This is an optimization exercise on Yosys and OpenROAD, whose aim is a short achievable clock period, not a production implementation. Only simulation tests tie the RTL to the original design; equivalence was not proved. Power is estimated from default activity; no workload was simulated.

==> flow/design.v, too long to show whole: its modules and the start of the top module <==
// module ck16v: 8620 lines
// module ck16v_enc: 12 lines
// module ck16v_encsum: 18 lines
// module ck16v_dec: 84 lines
module ck16v (
    input  wire              clk,
    input  wire              rst,
    input  wire              tick,
    input  wire [31:0]       enc_pos,
    input  wire              dec_req,
    input  wire              frame_present,
    input  wire [95:0]       fb,
    output wire              dec_ack,
    output wire              result_valid,
    output wire [7:0]        result_code,
    input  wire              cal_req,
    output wire              cal_ack,
    output wire              speed_set_stb,
    output wire [7:0]        speed_set_id,
    output wire [7:0]        speed_set_pct,
    output wire [7:0]        speed_set_dir,
    output wire              angle_set_stb,
    output wire [15:0]       angle_set_angle,
    output wire [7:0]        angle_set_dir,
    output wire              horn_stb,
    output wire [16:0]       horn_ms,
    output wire              light_stb,
    output wire [1:0]        light_ch,
    output wire              light_on,
    input  wire [31:0]       enc_payload,
    input  wire [7:0]        enc_id,
    output wire [95:0]       enc_frame,
    output wire [15:0]       enc_ck,
    output wire              busy,
    output wire              calibrated,
    output wire [1:0]        ctl_state,
    output wire [2:0]        ctl_status,
    output wire [6:0]        act_duty,
    output wire              act_dir
);
  // ...
==> flow/flow/run.sh <==
#!/bin/bash
# The standard layout (standard.sh: ORFS synthesis, floorplan, power grid,
# placement, CTS and routing) with these changes:
#  * synthesis (hierarchical, as config.mk asks; flattened afterwards exactly as
#    synth_recipe.tcl does) maps full/half adders to the library's adder cells in
#    the top module only. The small combinational modules ck16v_dec* and
#    ck16v_enc* (checksum test and checksum) are left to ABC as plain gates, so
#    ABC maps their carry-save trees together with the logic that follows.
#    The synthesis script is synth_recipe.tcl with ORFS's synth.tcl replaced by a
#    copy whose extract_fa call selects the top module; registers are untouched.
#  * the setup repairs of the floorplan, CTS and global-route steps keep a margin
#    above the constrained slack, so they size and buffer the input-to-output
#    paths instead of stopping at the first met slack;
#  * cells may be resized across footprints (e.g. a port's delay buffer to a
#    strong buffer).
# Constraints (constraint.sdc) are untouched. Each tool's log stays under
# orfs/logs; make's own output goes to standard.log.
set -euo pipefail
W=$PWD
grep -q 'extract_fa {\*}\[dont_use_extract_fa_args\]$' "$FLOW_HOME/scripts/synth.tcl"
sed 's#^\(  *extract_fa {\*}\[dont_use_extract_fa_args\]\)$#\1 $::env(DESIGN_NAME)#' \
    "$FLOW_HOME/scripts/synth.tcl" > "$W/synth_topfa.tcl"
grep -q 'extract_fa {\*}\[dont_use_extract_fa_args\] \$::env(DESIGN_NAME)' "$W/synth_topfa.tcl"
grep -q 'source \$::env(SCRIPTS_DIR)/synth.tcl' synth_recipe.tcl
sed "s#source \$::env(SCRIPTS_DIR)/synth.tcl#source $W/synth_topfa.tcl#" synth_recipe.tcl > "$W/synth_recipe_topfa.tcl"
bash standard.sh SYNTH_SCRIPT="$W/synth_recipe_topfa.tcl" SETUP_SLACK_MARGIN=38 MATCH_CELL_FOOTPRINT=0 finish > standard.log 2>&1
==> flow/standard.sh <==
#!/bin/bash
# synth_recipe.tcl (not shown) runs the flow's synth.tcl, then flattens the netlist and writes it again
# the make line also repeats each setting of config.mk as NAME=value (left out here)
make -C /OpenROAD-flow-scripts/flow DESIGN_CONFIG=/design/flow/config.mk WORK_HOME=/design/flow/orfs CLKGATE_MAP_FILE= SYNTH_SCRIPT=/design/flow/synth_recipe.tcl "${@:-finish}"
==> flow/config.mk <==
export PLATFORM = sky130hd
export DESIGN_NAME = ck16v
export DESIGN_NICKNAME = ck16v
export VERILOG_FILES = /design/flow/design.v
export SDC_FILE = /design/flow/constraint.sdc
export NUM_CORES = 4
export LEC_CHECK = 0
export CAP_MARGIN = 30
export CORE_MARGIN = 2
export CORE_UTILIZATION = 40
export GPL_TIMING_DRIVEN = 1
export SLEW_MARGIN = 20
export SYNTH_HIERARCHICAL = 1
==> flow/constraint.sdc <==
create_clock -name core_clock -period 65.0 [get_ports {clk}]
set_input_delay 13.0000 -clock core_clock [delete_from_list [all_inputs] [get_ports {clk}]]
set_output_delay 13.0000 -clock core_clock [all_outputs]
set_load 0.01 [all_outputs]
==> results.tsv, run 1 <==
stage	metric	value	unit
pwr	sequential power share	20.6	%
cells_and_area	Non-Filler Instances	9072	
setup_path	Critical path buffers and inverters	5	
clock_network	Reg clk slew, reported paths	0.07	ns
cells_and_area	non-clock buffer count	609	
synth	YS warnings	8	
setup_path	Worst setup startpoint	fb[53]	
cells_and_area	commonest non-fill, non-tap cell in the layout	inv_1	
clock_network	CTS Buf Count	26	
route	Max Used Layer	met5	
sta	Final period util	44.5	%
cells_and_area	Fill cells	13434	
cells_and_area	most frequent cells in the layout	677 x inv_1, 628 x ha_1, 605 x nand2_1	
cells_and_area	non-clk buf share	9.17	%
hold_path	Hold Crit Class	reg -> reg	
run_status	outcome	no timing/DRC/antenna violations	
setup_path	Slowest cell on crit path	xor3_1	
clock_network	Post-CTS Repair Setup Buffers	97	
pwr	Combinational Power Share	55.0	%
flow_run	max_cap viols	0	
pwr	Power Density	10.8	nW/um2
global_routing	routing usage on met3	4.64	%
clock_network	CTS max path bufs	3	
global_routing	initial antenna violation count	7	
hold_path	Hold Crit Depth	2	
setup_path	Stages on worst setup path	14	
pwr	design internal power	409	uW
sta	setup repair after global routing missed its margin	yes	
pwr	reported clock group power	160	uW
global_routing	vias in the first global route	52910	
pwr	comb pwr	362	uW
cells_and_area	Multi-input comb cells	5738	
route	met3 wire length	15.6	mm
route	Residual DRC	0	
sta	slew margin rel.	22.9	%
setup_path	worst setup path end	horn_stb	
sta	final-report setup violation count	0	
cells_and_area	multi-input combinational area share	74.4	%
floorplanning	Die Wd	370	um
sta	setup TNS	0	ns
route	via count	54444	
hold_path	WHS Endpoint	enc_max[23]$_SDFFE_PP0P_	
placement	DP HPWL	166	mm
placement	post-place setup slack	34.50	ns
==> run 2, diff against run 1 <==
--- a/flow/design.v
+++ b/flow/design.v
@@ -69,23 +69,35 @@
     wire angle_go;
     ck16v_dec u_dec_ctl (
         .dec_ack(dec_ack), .frame_present(frame_present), .fb(fb),
         .result_code(), .speed_set_stb(), .speed_set_id(), .speed_set_pct(),
         .speed_set_dir(), .angle_set_stb(angle_go), .angle_set_angle(),
         .angle_set_dir(), .horn_stb(), .horn_ms(), .light_stb(), .light_ch(),
         .light_on()
     );
-    ck16v_dec u_dec (
+    ck16v_dec u_dec_rc (
         .dec_ack(dec_ack), .frame_present(frame_present), .fb(fb),
-        .result_code(result_code),
-        .speed_set_stb(speed_set_stb), .speed_set_id(speed_set_id),
+        .result_code(result_code), .speed_set_stb(), .speed_set_id(),
+        .speed_set_pct(), .speed_set_dir(), .angle_set_stb(),
+        .angle_set_angle(), .angle_set_dir(), .horn_stb(), .horn_ms(),
+        .light_stb(), .light_ch(), .light_on()
+    );
+    ck16v_dec u_dec_ma (
+        .dec_ack(dec_ack), .frame_present(frame_present), .fb(fb),
+        .result_code(), .speed_set_stb(speed_set_stb), .speed_set_id(speed_set_id),
         .speed_set_pct(speed_set_pct), .speed_set_dir(speed_set_dir),
         .angle_set_stb(angle_set_stb), .angle_set_angle(angle_set_angle),
-        .angle_set_dir(angle_set_dir),
+        .angle_set_dir(angle_set_dir), .horn_stb(), .horn_ms(),
+        .light_stb(), .light_ch(), .light_on()
+    );
+    ck16v_dec u_dec_hl (
+        .dec_ack(dec_ack), .frame_present(frame_present), .fb(fb),
+        .result_code(), .speed_set_stb(), .speed_set_id(), .speed_set_pct(),
+        .speed_set_dir(), .angle_set_stb(), .angle_set_angle(), .angle_set_dir(),
         .horn_stb(horn_stb), .horn_ms(horn_ms),
         .light_stb(light_stb), .light_ch(light_ch), .light_on(light_on)
     );
     wire [29:0] qx = mag[31:2];
     wire [59:0] qprod = ({30'd0, qx} << 29) - ({30'd0, qx} << 27) - ({30'd0, qx} << 24)
                       - ({30'd0, qx} << 22) + ({30'd0, qx} << 17) - ({30'd0, qx} << 15)
                       - ({30'd0, qx} << 12) - ({30'd0, qx} << 10) + ({30'd0, qx} << 5)
                       - ({30'd0, qx} << 3) - {30'd0, qx};
==> results.tsv, run 2 <==
stage	metric	value	unit	change
cells_and_area	layout cells sized above 1	11.3	%	was 10.2%
clock_network	CTS root buffer	clkbuf_16		unchanged
global_routing	vias in the first global route	55366		was 52910
pwr	Peak VDD IR	0.0234	mV	was 0.0187 mV
setup_path	crit-path max cell delay	0.46	ns	was 0.39 ns
setup_path	Critical R2R Capture	target[31]$_SDFFE_PP0P_		unchanged
floorplanning	chip height	383	um	was 370 um
clock_network	CTS Buf Count	25		was 26
hold_path	WHS Endpoint	enc_max[13]$_SDFFE_PP0P_		was enc_max[23]$_SDFFE_PP0P_
placement	count of port buffers added during placement	322		unchanged
hold_path	Hold Path Origin	enc_max[13]$_SDFFE_PP0P_		was enc_max[23]$_SDFFE_PP0P_
floorplanning	Die Wd	383	um	was 370 um
cells_and_area	Register Area	4300	um2	unchanged
placement	DP HPWL	173	mm	was 166 mm
synth	YS warnings	8		unchanged
clock_network	Post-CTS Hold Buffers	0		unchanged
route	post-route ant nets	0		unchanged
global_routing	first-pass GRT wire length	342	mm	was 325 mm
sta	setup TNS	0	ns	unchanged
sta	Final WS setup	35.92	ns	was 36.08 ns
setup_path	reg2reg setup slack	44.45	ns	was 45.14 ns
pwr	Switching Share	38.5	%	was 37.7%
floorplanning	die area	147000	um2	was 137000 um2
synth	Syn Inst Count	7507		was 7119
synth	syn avg cell area	7.65	um2	was 7.54 um2
setup_path	critical path, cell by cell	buf_8 -> buf_12 -> xor3_2 -> buf_6 -> maj3_2 -> xor3_1 -> maj3_2 -> xnor3_1 -> nand2_1 -> buf_4 -> buf_4 -> nor4_1 -> and3_1 -> o22ai_2 -> dlymetal6s2s_1		was buf_4 -> xor3_1 -> buf_4 -> maj3_2 -> xnor3_1 -> xnor3_1 -> and2_1 -> mux2i_1 -> o32ai_2 -> buf_4 -> nand4_4 -> buf_6 -> nor3b_2 -> buf_2
hold_path	Hold Crit Class	reg -> reg		unchanged
cells_and_area	area of the multi-input gates	49200	um2	was 45400 um2
route	Routed WL	229	mm	was 217 mm
floorplanning	core box area	143000	um2	was 133000 um2
setup_path	type of origin of the critical path	input port		unchanged
global_routing	initial antenna violation count	6		was 7
sta	slew margin rel.	14.5	%	was 22.9%
cells_and_area	Reg with most FFs	target		unchanged
global_routing	GRT Total Usage	29.8	%	was 30.4%
clock_network	clock latency at the later pin of the worst-skew pair	0.57	ns	about the same
sta	Tightest Pin Transition	1.25	ns	was 1.15 ns
sta	Fin. Hold Viols	0		unchanged
setup_path	Max FO, Critical Path	4		was 6
clock_network	CTS max path bufs	3		unchanged
run_status	outcome	no timing/DRC/antenna violations		unchanged
setup_path	Reg2Reg Launch Point	mag[6]$_SDFFE_PP0P_		was mag[16]$_SDFFE_PP0P_
setup_path	data arrival time of the critical path	16.08	ns	was 15.92 ns
route	per-cell routed wire length	23.8	um	was 24.0 um
hold_path	Hold Crit Depth	2		unchanged
sta	Final min period	29.08	ns	was 28.92 ns
sta	final max-slew violation count	0		unchanged
cells_and_area	Fill cells	14261		was 13434
floorplanning	initial core utilization	40.2	%	was 40.3%
cells_and_area	Layout area overhead	14.2	%	was 13.7%
sta	Peak Freq	34.4	MHz	was 34.6 MHz
setup_path	FF-to-FF path depth	66		unchanged
route	Residual DRC	0		unchanged
setup_path	Slowest cell on crit path	xor3_2		was xor3_1
flow_run	max_cap viols	0		unchanged
route	first drt pass iteration count	9		was 8
placement	routability cong.	1.04		about the same
cells_and_area	Final Net Count	8756		was 8361
clock_network	CTS tree	yes		unchanged
route	Initial DRC Count	4956		was 5230
setup_path	Worst EP required	52.00	ns	about the same
cells_and_area	most frequent cells in the layout	693 x inv_1, 628 x ha_1, 620 x nand2_1		was 677 x inv_1, 628 x ha_1, 605 x nand2_1
floorplanning	top-level I/O count	384		unchanged
clock_network	Reg clk slew, reported paths	0.06	ns	was 0.07 ns
pwr	power share of the clock group	20.0	%	was 24.3%
floorplanning	Row Count	139		was 134
pwr	Psw	292	uW	was 248 uW
clock_network	H-tree depth	1		unchanged
sta	Final period util	44.7	%	was 44.5%
pwr	design internal power	467	uW	was 409 uW
pwr	sequential power share	17.9	%	was 20.6%
pwr	Power Density	11.6	nW/um2	was 10.8 nW/um2
placement	post-place setup slack	34.76	ns	was 34.50 ns
setup_path	critical path capture point type	output pin		unchanged
sta	setup repair after global routing missed its margin	yes		unchanged
sta	final-report setup violation count	0		unchanged
route	via count	57544		was 54444
clock_network	clock sink count	215		unchanged
setup_path	Critical Setup Path Class	in -> out		unchanged
global_routing	largest net degree at the start of global routing	128		was 117
global_routing	GRT Residual Overflow	0		unchanged
sta	Fin Clk Skew	0.0338	ns	was 0.0185 ns
pwr	Combinational Power Share	62.1	%	was 55.0%
route	vias per cell	5.99		was 6.00
pwr	Leak	28.2	nW	was 26.4 nW
synth	Post-Syn Area	57400	um2	was 53700 um2
cells_and_area	Largest register FFs	33		unchanged
cells_and_area	commonest non-fill, non-tap cell in the layout	inv_1		unchanged
-- run 2: cell types whose count changed in the layout (fill, tap and decap cells not counted), moves of 14 or more --
| cell | previous run | this run |
|---|---|---|
| xor3_1 | 28 | 53 |
| maj3_1 | 56 | 91 |
| buf_4 | 227 | 250 |
| nor2_1 | 576 | 590 |
| xnor2_1 | 313 | 349 |
| inv_1 | 677 | 693 |
| xor2_1 | 123 | 137 |
| xnor3_1 | 30 | 54 |
| nand2_1 | 605 | 620 |
| maj3_2 | 36 | 61 |
-- run 2: worst max-delay path by stage --
stage | from | to | slack [ns]
after CTS | fb[62] | result_code[1] | 35.97
after global placement | fb[42] | angle_set_stb | 34.85
final | fb[34] | result_code[0] | 35.92
after detailed placement | fb[42] | angle_set_stb | 34.76
after global routing | fb[34] | result_code[0] | 35.82
after floorplan | enc_payload[9] | enc_ck[8] | 36.59
-- run 2: through the flow --
step,hold WS [ns],power (mW),instances,util (%),instance area [um2]
3_5_place_dp,0.445,0.534,9377,43.4,62100
2_1_floorplan,0.432,0.426,7563,-,58000
4_1_cts,0.452,0.723,9559,45.2,64700
5_1_grt,0.467,0.801,9597,45.8,65500
3_3_place_gp,0.438,0.526,9369,43.4,62000
6_report,0.448,0.759,9600,45.8,65500
-- run 2: metal layers --
layer	track usage, %	routed length [um]
met1	37.7	93800
met2	50.4	107000
met3	3.98	15600
met4	13.5	12500
met5	0	40
-- run 2: critical path, delay by kind of cell --
family | cells | cell delay (ns)
fa+ha+maj | 2 | 0.63
simple gates | 3 | 0.53
buf+inv | 6 | 0.78
compound gates | 1 | 0.07
xor+xnor | 3 | 1.07
-- run 2: repair_timing --
item / CTS / global route
buffers inserted: 125 / 36
gates cloned: 11 / 1
pin swaps: 132 / 119
endpoints found under the setup margin: 138 / 47
resized for setup: 559 / 169
-- run 2: area by class of cell --
class	instances	share of cell area [%]
diodes	3	0.0115
clock buffers	32	1.04
clock inverters	14	0.279
inverters	706	4.06
multi-input cells	6083	75.1
flip-flops and latches	215	6.57
well taps	1903	3.63
repair buffers	644	9.26
-- run 2: power by group through the flow --
stage                     logic [mW]  clock network [mW]  registers [mW]
after global placement         0.388                   0           0.138
after global routing           0.504               0.161           0.136
after floorplan                0.289                   0           0.137
final                          0.471               0.152           0.136
after CTS                      0.432               0.156           0.135
after detailed placement       0.395                   0           0.138

==> static timing again, ports no longer ideal <==
In the flow no input, the clock included, has a driving cell. The finished layouts below were timed again as built, in two steps.
Step 1, drivers: a clkbuf_16 drives clk and a buf_2 each remaining input, both assumed.
Step 2 moves the port delays by t, midway between the first and last clock arrival at a register: inputs arrive t later, outputs are due t later. That takes back most of the time a late clock gives input paths.
Three values: ideal, step 1, step 2; two values: the first two.
run | t, ns | setup WS [ns] | latest minus earliest clock arrival (ns)
run 1 | 0.611 | 36.078 / 36.036 / 36.036 | 0.020 / 0.020
run 2 | 0.607 | 35.917 / 35.868 / 35.868 | 0.034 / 0.034
After both steps every run listed still meets setup and hold. The setup slack of run 2, which loses most, moves by -0.049 ns with the drivers and by -0.049 ns with both steps.
